This design comes from an exercise in tuning for small area on the open sky130 flow, not from production work. At most, simulation tests tie the RTL to the original design; equivalence was not proved. Power and IR drop assume default switching activity. No driver is modelled on the clock port, so clocking that relies on it looks cheaper here than on a real chip.

## il_core
module il_core (
    input  wire        clk,
    input  wire        rst,
    input  wire        start,
    input  wire [15:0] prog_len,
    output wire        busy,
    output wire [15:0] acc,
    output wire [15:0] last_line,
    output wire [4:0]  esp,
    output wire [4:0]  csp,
    output wire        prog_valid,
    output wire [15:0] prog_addr,
    input  wire        prog_ready,
    input  wire [15:0] prog_word,
    input  wire [15:0] prog_opr,
    output wire        mem_valid,
    output wire        mem_we,
    output wire [1:0]  mem_region,
    output wire [4:0]  mem_slot,
    output wire [15:0] mem_wdata,
    input  wire        mem_ready,
    input  wire [15:0] mem_rdata
);
For scale: roughly 1,900 cells after synthesis, about 850 flip-flops, about 150 I/O pins.
export LEC_CHECK = 0
export CAP_MARGIN = 20
export CORE_MARGIN = 2
export CORE_UTILIZATION = 65
export SLEW_MARGIN = 20
create_clock -name core_clock -period 8.0 [get_ports {clk}]
standard.sh (not shown) runs the stock make flow with config.mk's settings and CLKGATE_MAP_FILE= SYNTH_SCRIPT=/design/flow/synth_recipe.tcl, a recipe that flattens the netlist after the stock synthesis.
==> flow/flow/run.sh <==
#!/bin/bash
# The standard layout (the standard.sh), with two changes: the port
# buffers are sky130_fd_sc_hd__buf_1, and clock tree synthesis gets its own
# clustering arguments and no dummy loads.
set -euo pipefail
bash standard.sh finish "BUFFER_PORTS_ARGS=-buffer_cell sky130_fd_sc_hd__buf_1" \
  "CTS_ARGS=-sink_clustering_enable -repair_clock_nets -sink_clustering_size 32 -sink_clustering_max_diameter 80 -buf_list sky130_fd_sc_hd__clkbuf_16 -dont_use_dummy_load" \
  > standard_flow.log 2>&1
Change:
--- a/flow/design.v
+++ b/flow/design.v
@@ -188,27 +188,28 @@
             C_LT:   alu_y = {15'd0, !ge};
             default: alu_y = ay16;    
         endcase
         if (s_open) alu_y = ay16;
     end
     wire md_last = (md_mul && ph == 5'd15) || (!md_mul && ph == 5'd0 && eq);
     wire md_exit = md_last || (ph == 5'd16);
     wire acc_e   = (state == S_EPOP) && ph_e && (e_code != C_LOAD);
     wire acc_sh  = (state == S_MD) && !md_last;
     wire acc_en  = ((state == S_OPEN) && !esp_full && ph_e) || acc_e ||
                    (state == S_ALU2) || (state == S_MD);
-    wire acc_y = acc_en && !acc_e && !acc_sh;
-    always @(posedge clk)
-        acc_r <= {16{!rst}} & (({16{acc_e}} & e_acc) |
-                               ({16{acc_sh}} & {acc_r[14:0], !sum[16]}) |
-                               ({16{acc_y}} & alu_y) | ({16{!acc_en}} & acc_r));
+    always @(posedge clk) begin
+        if (rst)
+            acc_r <= 16'd0;
+        else if (acc_en)
+            acc_r <= acc_e ? e_acc : acc_sh ? {acc_r[14:0], !sum[16]} : alu_y;
+    end
     wire        md_code = (code == C_MUL) || (code == C_DIV);
     wire        w_prep  = (state == S_WPREP);
     wire        w_bit   = w_prep & dec_bit;
     wire        w_inv   = w_prep & neg;
     wire [15:0] wv      = w_bit ? {15'd0, acc_nz ^ w_inv} : (acc_r ^ {16{w_inv}});
     wire        w_ld    = w_prep || ((state == S_ALU1) && !md_code);
     wire        w_set   = (state == S_FETCH) && (op == 5'd3);
     wire        t2_en   = (state == S_MD) || w_prep || (state == S_ALU1) ||
                           ((state == S_FETCH) && prog_ready && line_lt && (op == 5'd3 || op == 5'd4) && cond);
     always @(posedge clk) begin
         if (rst)
After rerunning:
- design area is about the same
- worst setup slack gets worse by 0.11 ns
- routed wire length climbs by 1.5%
- non-clock buffer count drops by 3
- sequential cell count stays the same
- utilization hardly moves
- total power drops by 2.8%
- final cell count is about the same
- hold slack gets worse by 0.014 ns
- clock-buffer cell count drops by 1
- global-route usage climbs by 0.45 points
- area after synthesis stays flat
- maximum frequency drops by 1.7%
- clock power hardly moves
For the first run of this note, only the layout was checked, not whether the RTL still works.

il_core, a different RTL version from the one above (not shown whole).
Size in the first run: about 1900 cells after synthesis, roughly 850 flip-flops, roughly 150 I/O pins, ~0.025 sq mm of cells after synthesis.
Settings: LEC_CHECK=0, CAP_MARGIN=20, CORE_MARGIN=2, CORE_UTILIZATION=65, SLEW_MARGIN=20; clock period 8.0 ns.
Scripts as last shown in full above: flow/flow/run.sh
Then changed:
--- a/flow/design.v
+++ b/flow/design.v
@@ -51,13 +51,12 @@
     reg [15:0] t2;         
     reg [1:0]  t2x;        
     reg        dsign;      
     reg [4:0]  esp_r;      
     reg [19:0] er;         
     reg        ecar;
-    reg        eclr;       
     reg [4:0]  csp_r;
     reg [4:0]  ph;         
     reg [3:0]  code;
     reg        neg;
     reg [EW*20-1:0] ering;
     reg [CW*20-1:0] cring;
@@ -80,14 +79,14 @@
     always @(*) begin
         lt_c[0] = 1'b0;
         for (i = 0; i < 16; i = i + 1)
             lt_c[i+1] = (!line[i] & prog_len[i]) | (!(line[i] ^ prog_len[i]) & lt_c[i]);
     end
     wire line_lt = lt_c[16];
-    wire ed_zero = eclr || ~|er;
-    wire ed_sat  = !eclr && &er;
+    wire ed_zero = ~|er;
+    wire ed_sat  = &er;
     wire edn     = (code == C_CLOSE);    
     wire e_b     = er[19];
     wire e_cin   = ecar | ((state == S_ERUN) && (ph == 5'd0));
     wire ph_hi   = ph[4] || (ph == 5'd15);    
     function [4:0] updn5;
         input [4:0] v;
@@ -226,19 +225,18 @@
     wire [15:0] rdm     = !dec_ok ? 16'd0 : dec_bit ? {15'd0, mem_rdata[0]} : mem_rdata;
     wire [15:0] rdv     = rdm ^ {{15{i_load & !dec_bit}}, i_load};
     wire e_we = (state == S_OPEN) && !esp_full && ph_e;
     wire c_we = (state == S_CPUSH) && ph_c;
     always @(posedge clk) begin
         if (rst) begin
-            eclr <= 1'b1;
+            er   <= 20'd0;
             ecar <= 1'b0;
         end else begin
-            if (ph == 5'd19) eclr <= 1'b0;
+            er   <= {er[18:0], e_b ^ e_cin};
             ecar <= e_cin & (ph_hi ? (ph != 5'd19) : (e_b ^ edn));
         end
-        er <= {er[18:0], (e_b ^ e_cin) & !(rst || eclr)};
     end
     always @(posedge clk) begin
         ering <= {ering[EW*19-1:0], e_we ? {code, neg, acc_r} : etap};
         cring <= {cring[CW*19-1:0], c_we ? line : ctap};
     end
     always @(posedge clk) begin
The changed run finished with timing, DRC and antenna clean.
Count of clock-buffer cells in the layout stays the same.
Core utilization is higher by 0.18 points.
Die area increases by 1.3%.
Worst setup slack gets better by 0.33 ns.
Synthesized area came out higher by 1.4%.
Maximum frequency grows by 5.5%.
Critical path depth fell by 3.
Routed wire length barely changes.
Design area rose by 0.97%.
Power climbs by 14%.
Via count came out higher by 0.32%.
Global-route usage falls by 0.51 points.
Final cell count increases by 0.35%.
Sequential share of layout area decreases by 0.71 points.
Only the layout flow was run in the first run of this note; the RTL was not checked for function there.

[re-timing with driven ports]
The results above use ideal ports. As a check the final layouts listed here were re-extracted and re-timed, cells and wires unchanged. Step 1: set_driving_cell puts a clkbuf_16 on clk and a buf_2 on each other input, an assumption about the parent block. Step 2 also shifts input and output timing later by t, the mid clock arrival at the registers, as if the neighbouring blocks saw the same clock. a / b / c = ideal / step 1 / step 2; a / b = the first two.
run	t (ns)	setup WS [ns]	worst setup path after step 2	clock arrival spread, ns	worst slew at a driven data input, ns
the first run of note 1	0.596	1.927 / 1.927 / 1.927	register to register	0.077 / 0.078	0.10
the second run of note 1	0.601	1.821 / 1.821 / 1.821	register to register	0.078 / 0.078	0.04
the first run of note 2	0.610	1.572 / 1.572 / 1.572	register to register	0.087 / 0.086	0.05
the second run of note 2	0.613	1.905 / 1.905 / 1.905	register to register	0.069 / 0.069	0.04
After both steps setup and hold are still met in every run listed.
